Background: an optimization exercise with open tools, aiming at small area, a short achievable clock period and few clock cycles. Do not read the settings as production practice. RTL that was checked went through simulation tests only; none was proved equivalent to the original. Power figures rest on the tool's default switching activity, not on a simulated workload.

==> trial 91 <==
## cco7_core
module cco7_core #(
    parameter [15:0] MAX_IN_LEN = 16'd1024
) (
    input  wire        clk,
    input  wire        rst,
    input  wire        req_valid,
    output wire        req_ready,
    input  wire [15:0] req_cmd,
    input  wire [15:0] req_len,
    input  wire        in_valid,
    output wire        in_ready,
    input  wire [31:0] in_data,
    output wire        out_valid,
    input  wire        out_ready,
    output wire [31:0] out_data,
    output wire        rsp_valid,
    output reg         rsp_err,
    output wire [7:0]  rsp_code,
    output reg  [3:0]  rsp_stage,
    output wire [15:0] rsp_index,
    output wire [31:0] rsp_value
);
    localparam [2:0] OP_DEC16 = 3'd1, OP_ENC16 = 3'd2, OP_DEC8 = 3'd3,
                     OP_ENC8  = 3'd4, OP_T7DEC = 3'd5, OP_T7ENC = 3'd6,
                     OP_KSX   = 3'd7;
    localparam [3:0] ST_NONE = 4'd0, ST_ARG = 4'd1, ST_VALIDATE = 4'd2,
                     ST_DEC16 = 4'd4, ST_ENC8 = 4'd5, ST_DEC8 = 4'd8,
                     ST_ENC16 = 4'd9;
    reg        busy;       
    reg        done_q;     
    reg [2:0]  op;
    reg [10:0] rem;        
    reg        more;       
    reg [15:0] cnt;        
    reg [10:0] cpc;        
    reg        ov;
    reg [20:0] od;
    reg [31:0] q;
    reg [2:0]  qc;
    reg        ph;         
    reg        nox;        
    reg [9:0]  pd;
    reg        pv;
    reg [5:0]  pos;
    reg [3:0]  hi;         
    reg [4:0]  ecode;
    reg        isel;       
  ...
Settings: LEC_CHECK=0, CAP_MARGIN=20, CORE_MARGIN=2, CORE_UTILIZATION=40, PLACE_DENSITY=0.6, SETUP_SLACK_MARGIN=5, SLEW_MARGIN=20; clock period 10.0 ns.
run.sh (not shown) runs the stock make flow with config.mk's settings and CLKGATE_MAP_FILE= SYNTH_SCRIPT=/design/flow/synth_recipe.tcl, a recipe that flattens the netlist after the stock synthesis.
==> inputs of trial 54, as changes to trial 91 <==
--- a/flow/design.v
+++ b/flow/design.v
@@ -1,8 +1,16 @@
+module cco7_hsk (
+    input  wire a,
+    input  wire b,
+    input  wire r,
+    output wire y
+);
+    assign y = a | (b & r);
+endmodule
 module cco7_core #(
     parameter [15:0] MAX_IN_LEN = 16'd1024
 ) (
     input  wire        clk,
     input  wire        rst,
     input  wire        req_valid,
     output wire        req_ready,
     input  wire [15:0] req_cmd,
@@ -11,17 +19,17 @@
     output wire        in_ready,
     input  wire [31:0] in_data,
     output wire        out_valid,
     input  wire        out_ready,
     output wire [31:0] out_data,
     output wire        rsp_valid,
     output reg         rsp_err,
     output wire [7:0]  rsp_code,
-    output reg  [3:0]  rsp_stage,
+    output wire [3:0]  rsp_stage,
     output wire [15:0] rsp_index,
     output wire [31:0] rsp_value
 );
     localparam [2:0] OP_DEC16 = 3'd1, OP_ENC16 = 3'd2, OP_DEC8 = 3'd3,
                      OP_ENC8  = 3'd4, OP_T7DEC = 3'd5, OP_T7ENC = 3'd6,
                      OP_KSX   = 3'd7;
     localparam [3:0] ST_NONE = 4'd0, ST_ARG = 4'd1, ST_VALIDATE = 4'd2,
                      ST_DEC16 = 4'd4, ST_ENC8 = 4'd5, ST_DEC8 = 4'd8,
@@ -47,18 +55,31 @@
     reg        isel;       
     reg        vod;        
     reg        vk;         
     assign req_ready = !busy;
     wire act  = busy && !done_q;
     wire slot = !ov || out_ready;
     assign out_valid = ov;
     assign out_data  = {11'd0, od};
-    assign rsp_valid = done_q && slot;
+    cco7_hsk u_rsp (.a(done_q && !ov), .b(done_q), .r(out_ready), .y(rsp_valid));
     assign rsp_code  = {3'd0, ecode};
+    reg [3:0] stg;
+    always @(*) begin
+        case (ecode)
+            5'h1F, 5'h1E: stg = ST_NONE;
+            5'h15:        stg = ST_ARG;
+            5'h10, 5'h11, 5'h12, 5'h13: stg = ST_VALIDATE;
+            5'h01, 5'h02, 5'h03, 5'h04: stg = ST_DEC16;
+            5'h05:        stg = (o4 || o6) ? ST_ENC8 : ST_ENC16;
+            5'h06:        stg = ST_ENC16;
+            default:      stg = ST_DEC8;
+        endcase
+    end
+    assign rsp_stage = stg;
     assign rsp_index = isel ? {5'd0, cpc} : cnt;
     assign rsp_value = vk ? 32'h0010FFFF : vod ? {11'd0, od} : q;
     wire o1 = (op == OP_DEC16), o2 = (op == OP_ENC16), o3 = (op == OP_DEC8),
          o4 = (op == OP_ENC8),  o5 = (op == OP_T7DEC), o6 = (op == OP_T7ENC),
          o7 = (op == OP_KSX);
     localparam [431:0] KEY_TABLE = 432'h2E373867663B6B343532333738397678636E3433383936616376677342555348444B4A646C6B72776579692E2C416F666B3B64667364;
     function [15:0] hexc;
         input [3:0] v;
@@ -107,18 +128,17 @@
                 end else begin
                     rdy_a = (qc[2:1] == 2'd0) || ((qc == 3'd2) && ph && !ov);
                     rdy_b = (qc == 3'd2) && ph;
                 end
             end
             default: ;
         endcase
     end
-    wire opr = rdy_a || (rdy_b && out_ready);
-    assign in_ready = act && more && opr;
+    cco7_hsk u_in (.a(act && more && rdy_a), .b(act && more && rdy_b), .r(out_ready), .y(in_ready));
     wire take = in_valid && in_ready;
     wire last = take && rem1;
     wire [4:0]  pr_hi = {1'b0, pd[9:6]} + 5'd1;
     wire [20:0] pair  = {pr_hi, pd[5:0], u[9:0]};
     wire        pair_bad = (pd == 10'h3FF) && (u[9:0] == 10'h3FF);    
     wire [7:0]  b8    = o5 ? {hi ^ kb[7:4], hexv ^ kb[3:0]} : in_data[7:0];
     wire        accv  = (qc[1:0] != 2'd0);
     wire [20:0] accn  = {q[14:0], b8[5:0]};
@@ -190,17 +210,17 @@
     end
     wire [7:0] fx  = q[31:24] ^ (nox ? 8'd0 : kb);
     wire [15:0] fch = hexc(ph ? fx[3:0] : fx[7:4]);
     localparam [2047:0] SALT_TABLE = 2048'h0000000000000000000000000000000000000000000000000000000000000000000000000000000000000000000000000000000000000000000000000000000000000000000000000000000000000000000000000000000000000000000000000000000000002D2C2B2A292827262524000000000000232221201F1E1D1C1B1A000000000000191817161514131211100000000000000F0E0D0C0B0A090807060000000000000504030201003534333200000000000031302F2E2D2C2B2A292800000000000027262524232221201F1E0000000000001D1C1B1A191817161514000000000000131211100F0E0D0C0B0A00000000000009080706050403020100;
     wire [7:0] salt_i  = {hi, u[3:0]};
     wire [5:0] salt_p  = SALT_TABLE[{salt_i, 3'd0} +: 6];
     wire        lo5  = o5 && (cnt[10:1] != 10'd0) && cnt[0];    
     wire        v5ok = (cnt[10:1] == 10'd0) ? is_dig : (is_dig || is_uc);
-    wire        pe8  = rsp_err && (rsp_stage == ST_DEC8);       
+    wire        pe8  = rsp_err && ecode[3];                     
     wire        e16e = e16_bad || e16_sur;
     reg        ie;
     reg [4:0]  ie_code;
     reg [3:0]  ie_stage;
     always @(*) begin
         ie = 1'b0; ie_code = 5'h01; ie_stage = ST_DEC16;
         case (op)
             OP_DEC16, OP_T7ENC: begin
@@ -239,47 +259,51 @@
     wire t5s = take && o5 && (cnt[10:1] == 10'd0) && cnt[0];    
     wire t5h = take && o5 && !cnt[0];                           
     wire t5l = take && lo5;                                     
     wire em4 = o4 && (qc != 3'd0) && slot;
     wire em6 = o6 && (qc != 3'd0) && slot;
     wire tr  = (o2 || o5) && pv && slot;
     wire ld_cp = (t1 && !is_lead) || (t2 && !e16_sup) || (t3 && d8_emit) ||
                  (t5l && ((ld5 && !e16_sup) || h5_d8 || h5_e16));
+    wire ld_qc = t5l && h5_0c;
     wire ld_ld = (t2 && e16_sup) || (t5l && ld5 && e16_sup);
     wire ld_tr = tr && !(o5 && rsp_err);
     wire ld_by = em4 || t4 || t7;
     wire [20:0] cp_v = (o3 || o5) ? d8_val : (o1 && is_trail) ? pair : {5'd0, u};
-    wire [7:0]  by_v = o7 ? (in_data[7:0] ^ kb) : (qc != 3'd0) ? q[31:24] : e8_b[31:24];
+    wire [5:0]  c6   = (qc[1:0] == 2'd1) ? q[5:0] : (qc[1:0] == 2'd2) ? q[11:6] : q[17:12];
+    wire [7:0]  by_v = o7 ? (in_data[7:0] ^ kb) : (qc != 3'd0) ? {2'b10, c6} : e8_b[31:24];
     wire [20:0] od_n = ({21{ld_cp}} & cp_v) |
                        ({21{ld_ld}} & {5'd0, e16_lead}) |
                        ({21{ld_tr}} & {5'd0, 6'b110111, pd}) |
                        ({21{ld_by}} & {13'd0, by_v}) |
-                       ({21{em6}}   & {5'd0, fch});
-    wire od_en = ld_cp || ld_ld || ld_tr || ld_by || em6;
+                       ({21{em6}}   & {5'd0, fch}) |
+                       ({21{ld_qc}} & {19'd0, d8_qc});
+    wire od_en = ld_cp || ld_ld || ld_tr || ld_by || em6 || ld_qc;
     wire ov_set = od_en || (tr && o5);
-    wire        ld_err = take_ie || ee04 || ee0c || (t5l && h5_0c);
-    wire [31:0] err_v  = take_ie ? ie_val :
-                         ee04 ? {16'd0, 6'b110110, pd} :
-                         {30'd0, ee0c ? qc[1:0] : d8_qc};
-    wire        q_d8   = t3 || t5l;
-    wire        q_sh   = em4 || (o6 && emit_lo && !(t6 && !is_lead));
-    wire        q_e8   = t4 || (t6 && !is_lead);
-    wire [31:0] e8_q   = o4 ? {e8_b[23:0], 8'd0} :
-                         (qa == 3'd0) ? e8_b : {(emit_lo ? q[23:16] : q[31:24]), e8_b[31:8]};
-    wire [31:0] q_n    = ld_err ? err_v :
-                         (({32{q_d8}} & {11'd0, d8_q}) |
-                          ({32{q_sh}} & {q[23:0], 8'd0}) |
-                          ({32{q_e8}} & e8_q));
-    wire q_en = ld_err || q_d8 || q_sh || q_e8;
-    wire [2:0] qc_n = q_d8 ? {1'b0, d8_qc} :
+    wire        q_u    = t1 || (t6 && ie) || (take && o5 && !v5ok);
+    wire        q_in   = t2 || t4;
+    wire        q_d8   = t3 || (t5l && v5ok);
+    wire        q_sh   = o6 && emit_lo && !(t6 && (!is_lead || ie));
+    wire        q_e8   = t6 && !is_lead && !ie;
+    wire        q_ee   = ee04 || ee0c;
+    wire [31:0] e8_q   = (qa == 3'd0) ? e8_b : {(emit_lo ? q[23:16] : q[31:24]), e8_b[31:8]};
+    wire [20:0] d8_qv  = (o3 && ie) ? d8_val : d8_q;
+    wire [31:0] q_n    = ({32{q_u}}  & {16'd0, u}) |
+                         ({32{q_in}} & in_data) |
+                         ({32{q_d8}} & {11'd0, d8_qv}) |
+                         ({32{q_sh}} & {q[23:0], 8'd0}) |
+                         ({32{q_e8}} & e8_q) |
+                         ({32{q_ee}} & (ee04 ? {16'd0, 6'b110110, pd} : {30'd0, qc[1:0]}));
+    wire q_en = q_u || q_in || q_d8 || q_sh || q_e8 || q_ee;
+    wire [2:0] qc_n = (t3 || t5l) ? {1'b0, d8_qc} :
                       o4   ? (t4 ? e8_k - 3'd1 : qc - 3'd1) :
                       (qa + ((t6 && !is_lead) ? e8_k : 3'd0));
-    wire qc_en = q_d8 || em4 || t4 || o6;
-    wire ph_n  = q_d8 ? d8_ph : !ph;
+    wire qc_en = t3 || t5l || em4 || t4 || o6;
+    wire ph_n  = (t3 || t5l) ? d8_ph : !ph;
     wire pv_set = (t1 && is_lead) || (t6 && is_lead) || ld_ld;
     wire pv_clr = t1 || t6 || tr;
     wire [9:0] pd_n = o5 ? d8_val[9:0] : u[9:0];
     wire pos_inc = t7 || t5l || (em6 && ph && !nox);
     wire cpc_inc = (t5l && ld5) || (t6 && !is_lead && !rsp_err && !(is_trail && pair_bad));
     wire fin = take_ie || ee04 || ee0c ||
                (rem1 && ((t1 && !is_lead) || (t2 && !e16_sup) || (t3 && (d8_qc == 2'd0)) ||
                          (t4 && (e8_k == 3'd1)) || t5s || (t5l && !(ld5 && e16_sup)) || t7)) ||
@@ -306,25 +330,25 @@
                 nox     <= 1'b1;
                 pos     <= ofs_pos;
                 isel    <= 1'b0;
                 vod     <= 1'b0;
                 vk      <= 1'b0;
                 rsp_err <= d_bad;
                 done_q  <= d_bad || ((req_len == 16'd0) && (c_op != 4'd5) && (c_op != 4'd6));
                 if (illegal) begin
-                    ecode <= 5'h1F; rsp_stage <= ST_NONE; q <= {16'd0, req_cmd};
+                    ecode <= 5'h1F; q <= {16'd0, req_cmd};
                 end else if (too_long) begin
-                    ecode <= 5'h1E; rsp_stage <= ST_NONE; q <= {16'd0, MAX_IN_LEN};
+                    ecode <= 5'h1E; q <= {16'd0, MAX_IN_LEN};
                 end else if (arg_bad) begin
-                    ecode <= 5'h15; rsp_stage <= ST_ARG; q <= {25'd0, c_ofs};
+                    ecode <= 5'h15; q <= {25'd0, c_ofs};
                 end else if (t7_parity) begin
-                    ecode <= 5'h10; rsp_stage <= ST_VALIDATE; q <= {16'd0, req_len};
+                    ecode <= 5'h10; q <= {16'd0, req_len};
                 end else if (t7_short) begin
-                    ecode <= 5'h11; rsp_stage <= ST_VALIDATE; q <= 32'd0;
+                    ecode <= 5'h11; q <= 32'd0;
                 end else begin
                     q <= {s_tens, s_ones, 24'd0};
                 end
                 if (c_op == 4'd6 && !d_bad) begin
                     od  <= {9'd0, 8'h03, s_tens};    
                     ov  <= 1'b1;
                     qc  <= 3'd1;
                     ph  <= 1'b1;
@@ -343,41 +367,43 @@
             end
             if (act) begin
                 if (fin) done_q <= 1'b1;
                 if (od_en) od <= od_n;
                 if (ov_set) ov <= 1'b1;
                 else if (out_ready) ov <= 1'b0;
                 if (q_en) q <= q_n;
                 if (qc_en) qc <= qc_n;
-                if (q_d8 || em6) ph <= ph_n;
+                if (t3 || t5l || em6) ph <= ph_n;
                 if (em6 && ph) nox <= 1'b0;
                 if (pv_set) pv <= 1'b1;
                 else if (pv_clr) pv <= 1'b0;
                 if (pv_set) pd <= pd_n;
                 if (t5h) hi <= hexv;
                 if (t5s) pos <= salt_p;
                 else if (pos_inc) pos <= posi;
                 if (cpc_inc) cpc <= cpc + 11'd1;
                 else if (t5l && h5_d8) cpc <= {1'b0, cnt[10:1] - 10'd1};
                 else if (t5l && h5_0c) cpc <= {1'b0, cnt[10:1]};
-                if (take_ie) begin
-                    rsp_err <= 1'b1; ecode <= ie_code; rsp_stage <= ie_stage;
+                if (take && (o1 || o2 || o3 || o4)) begin
+                    rsp_err <= ie; ecode <= ie_code;
+                    isel <= 1'b0; vod <= 1'b0; vk <= 1'b0;
+                end else if (take_ie) begin
+                    rsp_err <= 1'b1; ecode <= ie_code;
                     isel <= 1'b0; vod <= 1'b0; vk <= 1'b0;
                 end else if (ee04) begin
-                    rsp_err <= 1'b1; ecode <= 5'h04; rsp_stage <= ST_DEC16;
+                    rsp_err <= 1'b1; ecode <= 5'h04;
                     isel <= 1'b0; vod <= 1'b0; vk <= 1'b0;
                 end else if (ee0c) begin
-                    rsp_err <= 1'b1; ecode <= 5'h0C; rsp_stage <= ST_DEC8;
+                    rsp_err <= 1'b1; ecode <= 5'h0C;
                 end else if (h5) begin
-                    rsp_err <= 1'b1; isel <= 1'b1; vod <= !h5_0c;
+                    rsp_err <= 1'b1; isel <= 1'b1; vod <= 1'b1;
                     ecode <= h5_d8 ? d8_code : h5_0c ? 5'h0C : (e16_bad ? 5'h05 : 5'h06);
-                    rsp_stage <= h5_e16 ? ST_ENC16 : ST_DEC8;
                 end else if (h6t) begin
-                    rsp_err <= 1'b1; ecode <= 5'h05; rsp_stage <= ST_ENC8;
+                    rsp_err <= 1'b1; ecode <= 5'h05;
                     isel <= 1'b1; vk <= 1'b1;
                 end
             end else if (ov && out_ready) begin
                 ov <= 1'b0;
             end
         end
     end
 endmodule
==> flow/flow/run.sh (new file) <==
#!/bin/bash
# Standard ORFS layout through the standard.sh (standard synthesis unchanged), with
#  - the ports buffered with the smallest plain buffer instead of the default choice,
set -euo pipefail
bash standard.sh "BUFFER_PORTS_ARGS=-buffer_cell sky130_fd_sc_hd__buf_1" SETUP_SLACK_MARGIN=5.3 finish > standard_flow.log 2>&1
==> flow/standard.sh (new file) <==
#!/bin/bash
# synth_recipe.tcl (not shown) runs the flow's synth.tcl, then flattens the netlist and writes it again
# the make line also repeats each setting of config.mk as NAME=value (left out here)
make -C /OpenROAD-flow-scripts/flow DESIGN_CONFIG=/design/flow/config.mk WORK_HOME=/design/flow/orfs CLKGATE_MAP_FILE= SYNTH_SCRIPT=/design/flow/synth_recipe.tcl "${@:-finish}"
ABC_AREA = 1   (was unset)
SYNTH_HIERARCHICAL = 1   (was unset)
SYNTH_MINIMUM_KEEP_SIZE = 0   (was unset)
removed: flow/run.sh
==> inputs of trial 34, as changes to trial 91 <==
--- a/flow/design.v
+++ b/flow/design.v
@@ -72,22 +72,20 @@
     wire bad_op    = (c_op == 4'd0) || c_op[3];
     wire bad_ofs   = (c_op != 4'd6) && (c_op != 4'd7) && (c_ofs != 7'd0);
     wire illegal   = bad_rsv || bad_op || bad_ofs;
     wire too_long  = (req_len > MAX_IN_LEN);
     wire arg_bad   = (c_op == 4'd6) && (c_ofs > 7'd99);
     wire t7_parity = (c_op == 4'd5) && req_len[0];
     wire t7_short  = (c_op == 4'd5) && (req_len == 16'd0);
     wire d_bad     = illegal || too_long || arg_bad || t7_parity || t7_short;
-    localparam [1023:0] MOD54_TABLE = 1024'h131211100F0E0D0C0B0A090807060504030201003534333231302F2E2D2C2B2A292827262524232221201F1E1D1C1B1A191817161514131211100F0E0D0C0B0A090807060504030201003534333231302F2E2D2C2B2A292827262524232221201F1E1D1C1B1A191817161514131211100F0E0D0C0B0A09080706050403020100;
-    localparam [1023:0] BCD_TABLE = 1024'h0000000000000000000000000000000000000000000000000000000099989796959493929190898887868584838281807978777675747372717069686766656463626160595857565554535251504948474645444342414039383736353433323130292827262524232221201918171615141312111009080706050403020100;
-    wire [5:0] ofs_pos = MOD54_TABLE[{c_ofs, 3'd0} +: 6];
-    wire [7:0] ofs_bcd = BCD_TABLE[{c_ofs, 3'd0} +: 8];
-    wire [3:0] s_tens = ofs_bcd[7:4];
-    wire [3:0] s_ones = ofs_bcd[3:0];
+    wire [5:0] ofs_pos = (c_ofs >= 7'd108) ? (c_ofs - 7'd108) :
+                         (c_ofs >= 7'd54)  ? (c_ofs - 7'd54)  : c_ofs[5:0];
+    wire [3:0] s_tens = c_ofs / 7'd10;
+    wire [3:0] s_ones = c_ofs % 7'd10;
     wire [15:0] u        = in_data[15:0];
     wire        is_lead  = (u[15:10] == 6'b110110);
     wire        is_trail = (u[15:10] == 6'b110111);
     wire        is_dig   = (u >= 16'h0030) && (u <= 16'h0039);
     wire        is_uc    = (u >= 16'h0041) && (u <= 16'h0046);
     wire [3:0]  hexv     = u[6] ? {1'b1, u[2:0] + 3'd1} : u[3:0];
     wire        rem1     = (rem == 11'd1);
     wire        emit_lo = slot && (qc != 3'd0) && ph;      
@@ -155,25 +153,20 @@
             d8_q = {18'd0, b8[2:0]}; d8_qc = 2'd3; d8_ph = 1'b0;
         end else if (b8[7:4] == 4'b1110) begin
             d8_q = {17'd0, b8[3:0]}; d8_qc = 2'd2; d8_ph = 1'b1;
         end else begin
             d8_q = {16'd0, b8[4:0]}; d8_qc = 2'd1; d8_ph = 1'b0;
         end
     end
     wire [20:0] d8_cp = d8_val;    
-    wire        d8_cmp  = accv && (b8[7:6] == 2'b10) && (remn == 2'd0);
-    wire        b5_bad  = d8_cmp && ((q[14:0] > 15'h43FF) ||
-                                     ((q[14:0] == 15'h43FF) && (b8[5:0] == 6'h3F)));
-    wire        b5_sur  = d8_cmp && (q[14:5] == 10'h01B);
-    wire        b5_sup  = d8_cmp && (q[14:10] != 5'd0);
     wire [31:0] e16_cp  = o5 ? {11'd0, d8_cp} : in_data;
-    wire        e16_bad = o5 ? b5_bad : (in_data[31] || (in_data >= 32'h0010FFFF));
-    wire        e16_sur = o5 ? b5_sur : (in_data[31:11] == 21'h1B);
-    wire        e16_sup = o5 ? b5_sup : (in_data[20:16] != 5'd0);
+    wire        e16_bad = e16_cp[31] || (e16_cp >= 32'h0010FFFF);
+    wire        e16_sur = (e16_cp[31:11] == 21'h1B);
+    wire        e16_sup = (e16_cp[20:16] != 5'd0);
     wire [15:0] e16_lead = {6'b110110, e16_cp[19:16] - 4'd1, e16_cp[15:10]};
     wire [20:0] e8_cp = o6 ? (is_trail ? pair : {5'd0, u}) : in_data[20:0];
     wire        e8_bad = in_data[31] || (in_data >= 32'h0010FFFF);
     reg  [31:0] e8_b;
     reg  [2:0]  e8_k;
     always @(*) begin
         if (e8_cp[20:7] == 14'd0) begin
             e8_b = {1'b0, e8_cp[6:0], 24'd0}; e8_k = 3'd1;
@@ -185,19 +178,18 @@
         end else begin
             e8_b = {5'b11110, e8_cp[20:18], 2'b10, e8_cp[17:12], 2'b10, e8_cp[11:6],
                     2'b10, e8_cp[5:0]};
             e8_k = 3'd4;
         end
     end
     wire [7:0] fx  = q[31:24] ^ (nox ? 8'd0 : kb);
     wire [15:0] fch = hexc(ph ? fx[3:0] : fx[7:4]);
-    localparam [2047:0] SALT_TABLE = 2048'h0000000000000000000000000000000000000000000000000000000000000000000000000000000000000000000000000000000000000000000000000000000000000000000000000000000000000000000000000000000000000000000000000000000000002D2C2B2A292827262524000000000000232221201F1E1D1C1B1A000000000000191817161514131211100000000000000F0E0D0C0B0A090807060000000000000504030201003534333200000000000031302F2E2D2C2B2A292800000000000027262524232221201F1E0000000000001D1C1B1A191817161514000000000000131211100F0E0D0C0B0A00000000000009080706050403020100;
-    wire [7:0] salt_i  = {hi, u[3:0]};
-    wire [5:0] salt_p  = SALT_TABLE[{salt_i, 3'd0} +: 6];
+    wire [6:0] salt    = {3'd0, hi} * 7'd10 + {3'd0, u[3:0]};
+    wire [5:0] salt_p  = (salt >= 7'd54) ? (salt - 7'd54) : salt[5:0];
     wire        lo5  = o5 && (cnt[10:1] != 10'd0) && cnt[0];    
     wire        v5ok = (cnt[10:1] == 10'd0) ? is_dig : (is_dig || is_uc);
     wire        pe8  = rsp_err && (rsp_stage == ST_DEC8);       
     wire        e16e = e16_bad || e16_sur;
     reg        ie;
     reg [4:0]  ie_code;
     reg [3:0]  ie_stage;
     always @(*) begin
==> flow/flow/run.sh (new file) <==
#!/bin/bash
set -euo pipefail
bash standard.sh SETUP_SLACK_MARGIN=6 finish > standard_flow.log 2>&1
==> flow/standard.sh (new file) <==
#!/bin/bash
# synth_recipe.tcl (not shown) runs the flow's synth.tcl, then flattens the netlist and writes it again
# the make line also repeats each setting of config.mk as NAME=value (left out here)
make -C /OpenROAD-flow-scripts/flow DESIGN_CONFIG=/design/flow/config.mk WORK_HOME=/design/flow/orfs CLKGATE_MAP_FILE= SYNTH_SCRIPT=/design/flow/synth_recipe.tcl "${@:-finish}"
removed: flow/run.sh
==> results.tsv <==
stage	metric	value	unit
clocking	clock latency (worst-skew pair)	0.47	ns
die	die height	199	µm
synthesis	warnings from Yosys	1	
synthesis	Yosys cell types	110	
finish	Multi-In Gates	1603	
timing	Worst-Margin Slew	1.24	ns
finish	inverter count	49	
status	status	no timing/DRC/antenna violations	
routing	top layer in use	met5	
synthesis	post-synthesis adder-cell area fraction	0.0423	
power_and_ir_drop	combinational power	0.000905	W
routing	drt total wl	87700	µm
critical_path	worst reg2reg startpoint	pos[1]	
hold_path	hold path depth	1	
finish	Sequential Area	4090	µm²
synthesis	Post-Syn Area per Cell	7.87	µm²
placed_design	DP HPWL	58400	µm
-- figures above: trial 34

==> results.tsv <==
stage	metric	value	unit
routing	drt total wl	75400	µm
global_routing	number of global-route vias before repair	16170	
power_and_ir_drop	combinational power	0.000653	W
finish	Multi-In Gates	1569	
synthesis	post-synthesis adder-cell area fraction	0.0402	
hold_path	hold path depth	2	
synthesis	warnings from Yosys	1	
finish	Sequential Area	4090	µm²
synthesis	Post-Syn Area per Cell	7.73	µm²
clocking	clock latency (worst-skew pair)	0.44	ns
timing	Worst-Margin Slew	1.19	ns
die	die height	196	µm
routing	top layer in use	met4	
critical_path	worst reg2reg startpoint	pos[0]	
status	status	no timing/DRC/antenna violations	
finish	inverter count	56	
routing	vias per cell	6.86	
synthesis	Yosys cell types	101	
-- figures above: trial 91

==> results.tsv <==
stage	metric	value	unit
finish	Multi-In Gates	1683	
synthesis	Yosys cell types	70	
placed_design	DP HPWL	57100	µm
clocking	clock latency (worst-skew pair)	0.46	ns
status	status	no timing/DRC/antenna violations	
synthesis	warnings from Yosys	7	
routing	top layer in use	met5	
power_and_ir_drop	combinational power	0.000565	W
die	die height	193	µm
critical_path	worst reg2reg startpoint	qc[1]	
finish	inverter count	297	
-- figures above: trial 54

Testbench counts of trial 91, summed over its fixed seeds: cycles 125,549.
Testbench counts of trial 34, summed over its fixed seeds: cycles 125,549.
For trial 54, only the layout was checked, not whether the RTL still works.

what the ideal ports hide:
How much do the figures lean on ideal ports? The routed layouts below were timed once more, with nothing changed but the port constraints.
Step 1 sets driving cells, clkbuf_16 on the clock port and buf_2 on the other inputs (assumed; they add their load-dependent delay and slew).
Step 2 times the ports against the registers' clock, not the clock port: input delays grow and output delays shrink by t, the midpoint of the rising clock arrivals with the driver on.
a / b / c = ideal ports / drivers / drivers and shift; a / b = the first two.
run | t, ns | slack for setup (ns) | hold slack, ns | pins driven straight from the clock port
trial 91 | 0.491 | 4.944 / 4.972 / 4.481 | 0.624 / 0.624 / 0.624 | 1
trial 54 | 0.508 | 5.359 / 5.362 / 4.873 | 0.598 / 0.598 / 0.598 | 1
trial 34 | 0.517 | 4.966 / 4.955 / 4.438 | 0.657 / 0.657 / 0.657 | 1
After both steps every run listed still meets setup and hold. The setup slack of trial 34, which loses most, moves by -0.011 ns with the drivers and by -0.528 ns with both steps.
